Background: an optimization exercise with open tools, aiming at small area. Do not read the settings as production practice. Function was checked by simulation only, so behaviour that the tests miss may differ from the original. No driver is modelled on the clock port, so clock power and skew are understated where the tree is cut down; a real chip needs a root buffer or a tree. Power and IR drop assume default switching activity.

==> v39: inputs <==
==> flow/design.v (excerpt) <==
module mucom_codec (
    input  wire        clk,
    input  wire        rst,
    input  wire        rx_valid,
    input  wire [7:0]  rx_byte,
    input  wire        rx_clear,
    output wire        disp_valid,
    output wire [1:0]  disp_kind,
    output wire [3:0]  disp_dcnt,
    output wire [71:0] disp_data,
    output wire        rsp_done,
    output wire [3:0]  rsp_dcnt,
    output wire [71:0] rsp_data,
    input  wire        tx_valid,
    output wire        tx_ready,
    input  wire [1:0]  tx_kind,
    input  wire [2:0]  tx_cntf,
    input  wire [71:0] tx_data,
    output wire        out_valid,
    output wire [7:0]  out_byte,
    input  wire        out_ready
);
Settings: LEC_CHECK=0, ABC_AREA=1, CAP_MARGIN=20, CORE_MARGIN=2, CORE_UTILIZATION=60, SLEW_MARGIN=20; clock period 10.0 ns.
standard.sh (not shown) runs the stock make flow with config.mk's settings and CLKGATE_MAP_FILE= SYNTH_SCRIPT=/design/flow/synth_recipe.tcl, a recipe that flattens the netlist after the stock synthesis.
==> flow/flow/run.sh <==
#!/bin/bash
# Layout flow: the standard flow, with these changes to how the layout is
# made (the design, clock and constraints are the design's):
#  1. after the standard synthesis, its combinational logic is mapped again
#     with an area-oriented ABC script (resynth.tcl, resynth.abc); registers
#     are kept as the standard synthesis made them, with their names and cells;
#  2. combinational cells are set to their smallest drive strength and
#     buffers removed (downsize.tcl); placement's repair_design re-buffers
#     where needed;
#  3. each port gets a buf_1 as its port buffer;
#  4. the clock tree is built by cts.tcl in place of TritonCTS: balanced
#     groups of register clock pins, each driven by a clkbuf_4, all driven by
#     one clkbuf_16 root on the clock port.
# Each tool's output goes to a log file of its own in this folder.
set -euo pipefail
R=orfs/results/${FLOW_PLATFORM}/mucom_codec/base
bash standard.sh synth > log_synth.txt 2>&1
cp $R/1_2_yosys.v $R/1_2_yosys_std.v
yosys -c flow/resynth.tcl > log_resynth.txt 2>&1
rm -f $R/1_synth.odb
bash standard.sh synth > log_synth_odb.txt 2>&1
openroad -no_init -exit flow/downsize.tcl > log_downsize.txt 2>&1
touch $R/1_synth.sdc
bash standard.sh place "BUFFER_PORTS_ARGS=-buffer_cell sky130_fd_sc_hd__buf_1" > log_place.txt 2>&1
CTS_GROUP=11 CTS_SLEW=0.115 openroad -no_init -exit flow/cts.tcl > log_cts.txt 2>&1
bash standard.sh finish "BUFFER_PORTS_ARGS=-buffer_cell sky130_fd_sc_hd__buf_1" > log_finish.txt 2>&1
==> flow/flow/cts.tcl <==
# Clock tree: the register clock pins are split by recursive bisection of
# their placed positions into balanced groups of at most CTS_GROUP pins; each
# group is driven by a clkbuf_4 placed at the group's centroid (a clkbuf_8
# where the clkbuf_4 would leave the pins' slew above CTS_SLEW), and all these
# leaf buffers by one clkbuf_16 root at their centroid, driven by the clock
# port. Every register sees the same two buffer levels.
set plat $::env(FLOW_HOME)/platforms/$::env(FLOW_PLATFORM)
read_liberty $plat/lib/sky130_fd_sc_hd__tt_025C_1v80.lib
set R orfs/results/$::env(FLOW_PLATFORM)/mucom_codec/base
read_db $R/3_place.odb
read_sdc $R/3_place.sdc
source $plat/setRC.tcl
set group [expr {[info exists ::env(CTS_GROUP)] ? $::env(CTS_GROUP) : 12}]

set db [ord::get_db]
set block [ord::get_db_block]
set clk [$block findNet clk]

set sinks {}
foreach it [$clk getITerms] {
  set inst [$it getInst]
  set m [$inst getMaster]
  set loc [$inst getLocation]
  lappend sinks [list [expr {[lindex $loc 0] + [$m getWidth] / 2}] \
                      [expr {[lindex $loc 1] + [$m getHeight] / 2}] $it]
}

proc spread {pts idx} {
  set v [lsort -integer [lmap p $pts {lindex $p $idx}]]
  return [expr {[lindex $v end] - [lindex $v 0]}]
}
proc part {pts k} {
  if {$k <= 1} { return [list $pts] }
  set idx [expr {[spread $pts 0] >= [spread $pts 1] ? 0 : 1}]
  set s [lsort -integer -index $idx $pts]
  set k1 [expr {$k / 2}]
  set n1 [expr {int(round(double([llength $pts]) * $k1 / $k))}]
  return [concat [part [lrange $s 0 [expr {$n1 - 1}]] $k1] \
                 [part [lrange $s $n1 end] [expr {$k - $k1}]]]
}
set k [expr {([llength $sinks] + $group - 1) / $group}]
set clusters [part $sinks $k]

set leafm [$db findMaster sky130_fd_sc_hd__clkbuf_4]
set rootm [$db findMaster sky130_fd_sc_hd__clkbuf_16]
set trunk [odb::dbNet_create $block clknet_root]
$trunk setSigType CLOCK
set i 0
set sx 0; set sy 0
foreach cl $clusters {
  set cx 0; set cy 0
  foreach p $cl { incr cx [lindex $p 0]; incr cy [lindex $p 1] }
  set cx [expr {$cx / [llength $cl]}]; set cy [expr {$cy / [llength $cl]}]
  incr sx $cx; incr sy $cy
  set b [odb::dbInst_create $block $leafm clkbuf_leaf_$i]
  $b setLocation [expr {$cx - [$leafm getWidth] / 2}] [expr {$cy - [$leafm getHeight] / 2}]
  $b setPlacementStatus PLACED
  set n [odb::dbNet_create $block clknet_leaf_$i]
  $n setSigType CLOCK
  foreach p $cl {
    set it [lindex $p 2]
    $it disconnect
    $it connect $n
  }
  [$b findITerm X] connect $n
  [$b findITerm A] connect $trunk
  puts "leaf $i: [llength $cl] sinks at ($cx, $cy)"
  incr i
}
set r [odb::dbInst_create $block $rootm clkbuf_root]
$r setLocation [expr {$sx / $i - [$rootm getWidth] / 2}] [expr {$sy / $i - [$rootm getHeight] / 2}]
$r setPlacementStatus PLACED
[$r findITerm A] connect $clk
[$r findITerm X] connect $trunk

global_connect
detailed_placement
check_placement -verbose
set_propagated_clock [all_clocks]
estimate_parasitics -placement

# a leaf whose register clock pins come out slower than CTS_SLEW (ns) at
# this estimate gets a clkbuf_8 instead
set limit [expr {[info exists ::env(CTS_SLEW)] ? $::env(CTS_SLEW) : 0.110}]
set bigm [$db findMaster sky130_fd_sc_hd__clkbuf_8]
for {set j 0} {$j < $i} {incr j} {
  set worst 0
  foreach it [[$block findNet clknet_leaf_$j] getITerms] {
    if {[[$it getMTerm] getName] != "CLK"} { continue }
    set p [get_pins [[$it getInst] getName]/CLK]
    set s [get_property $p slew_max]
    if {$s > $worst} { set worst $s }
  }
  if {$worst > $limit} {
    puts "leaf $j: clock-pin slew $worst, using clkbuf_8"
    [$block findInst clkbuf_leaf_$j] swapMaster $bigm
  }
}
detailed_placement
check_placement -verbose
estimate_parasitics -placement
set mx 0
foreach p [get_pins -hierarchical */CLK] {
  set s [get_property $p slew_max]
  if {$s > $mx} { set mx $s }
}
puts "leaf buffers: $i, largest register clock-pin slew (placement estimate): $mx"
report_clock_skew
report_worst_slack -max
report_worst_slack -min
unset_propagated_clock [all_clocks]
write_db $R/4_1_cts.odb
write_sdc -no_timestamp $R/4_cts.sdc
Other scripts of this flow, unchanged in this note and not shown: flow/flow/downsize.tcl, flow/flow/resynth.abc, flow/flow/resynth.tcl
==> v24: changes against v39 <==
==> flow/flow/run.sh (replaced) <==
#!/bin/bash
# Layout flow: the standard flow, with these changes to how the layout is
# made (the design, clock and constraints are the design's):
#  1. after the standard synthesis, its combinational logic is mapped again
#     with an area-oriented ABC script (resynth.tcl); registers are kept as
#     the standard synthesis made them, with their names and cells;
#  2. combinational cells are set to their smallest drive strength and
#     buffers removed (downsize.tcl); placement's repair_design re-buffers
#     where needed;
#  3. each port gets a buf_1 as its port buffer;
#  4. the clock tree is built from clkbuf_4 cells with small sink clusters.
# Each tool's output goes to a log file of its own in this folder.
set -euo pipefail
R=orfs/results/${FLOW_PLATFORM}/mucom_codec/base
bash standard.sh synth > log_synth.txt 2>&1
cp $R/1_2_yosys.v $R/1_2_yosys_std.v
yosys -c flow/resynth.tcl > log_resynth.txt 2>&1
rm -f $R/1_synth.odb
bash standard.sh synth > log_synth_odb.txt 2>&1
openroad -no_init -exit flow/downsize.tcl > log_downsize.txt 2>&1
touch $R/1_synth.sdc
bash standard.sh finish \
  "BUFFER_PORTS_ARGS=-buffer_cell sky130_fd_sc_hd__buf_1" \
  "CTS_ARGS=-sink_clustering_enable -repair_clock_nets -dont_use_dummy_load -buf_list sky130_fd_sc_hd__clkbuf_4 -sink_clustering_size 10 -sink_clustering_max_diameter 50" \
  > log_finish.txt 2>&1
- CORE_UTILIZATION: 60 -> 40
removed: flow/flow/cts.tcl
==> flow_summary_export.csv <==
group,metric,value,unit
layout,antenna_cells,2,
routing,wirelength,21500,um
critical_path,cp-startpoint,"txpos[2]",
placed_design,place_area,9410,um2
hold_path,holdCritStartpoint,"w[29]",
routing,met3_length,1780,um
critical_path,worstPathRequired,8.00,ns
power,pwr-share-clk,20.0,%
status,outcome,"timing/DRC/antenna clean",
grt,grt_pass1_wl,32700,um
critical_path,end_kind,"output pin",
cts,clk-insertion-delay-late,0.68,ns
critical_path,slowest_stage,"nor2_1",
# the run above: v24

==> flow_summary_export.csv <==
group,metric,value,unit
critical_path,worstPathRequired,10.03,ns
placed_design,place_area,9300,um2
cts,clk-insertion-delay-late,0.42,ns
status,outcome,"timing/DRC/antenna clean",
critical_path,cp-startpoint,"rx_clear",
critical_path,slowest_stage,"nor2_4",
critical_path,end_kind,"flip-flop",
hold_path,holdCritStartpoint,"w[69]",
# the run above: v39

In v39 the design's own scripts or RTL, not TritonCTS, make the clock network.

[afterwards: timing with drivers on the ports]
How much do the figures lean on ideal ports? The routed layouts below were timed once more, with nothing changed but the port constraints. Step 1 assumes that a clkbuf_16 drives the clock port and a buf_2 every other input. Step 2 also shifts input and output timing later by t, the mid clock arrival at the registers, as if the neighbouring blocks saw the same clock. a / b / c = ideal / step 1 / step 2; a / b = the first two.
run	shift t [ns]	setup slack, ns	clock arrival spread, ns	worst slew at a driven data input, ns
v39	0.443	4.785 / 4.803 / 4.360	0.040 / 0.040	0.07
v24	0.687	4.673 / 4.630 / 4.672	0.084 / 0.084	0.07
After both steps setup and hold are still met in every run listed. For v39, which loses most, drivers alone change the setup slack by +0.018 ns; drivers and shift together by -0.425 ns.
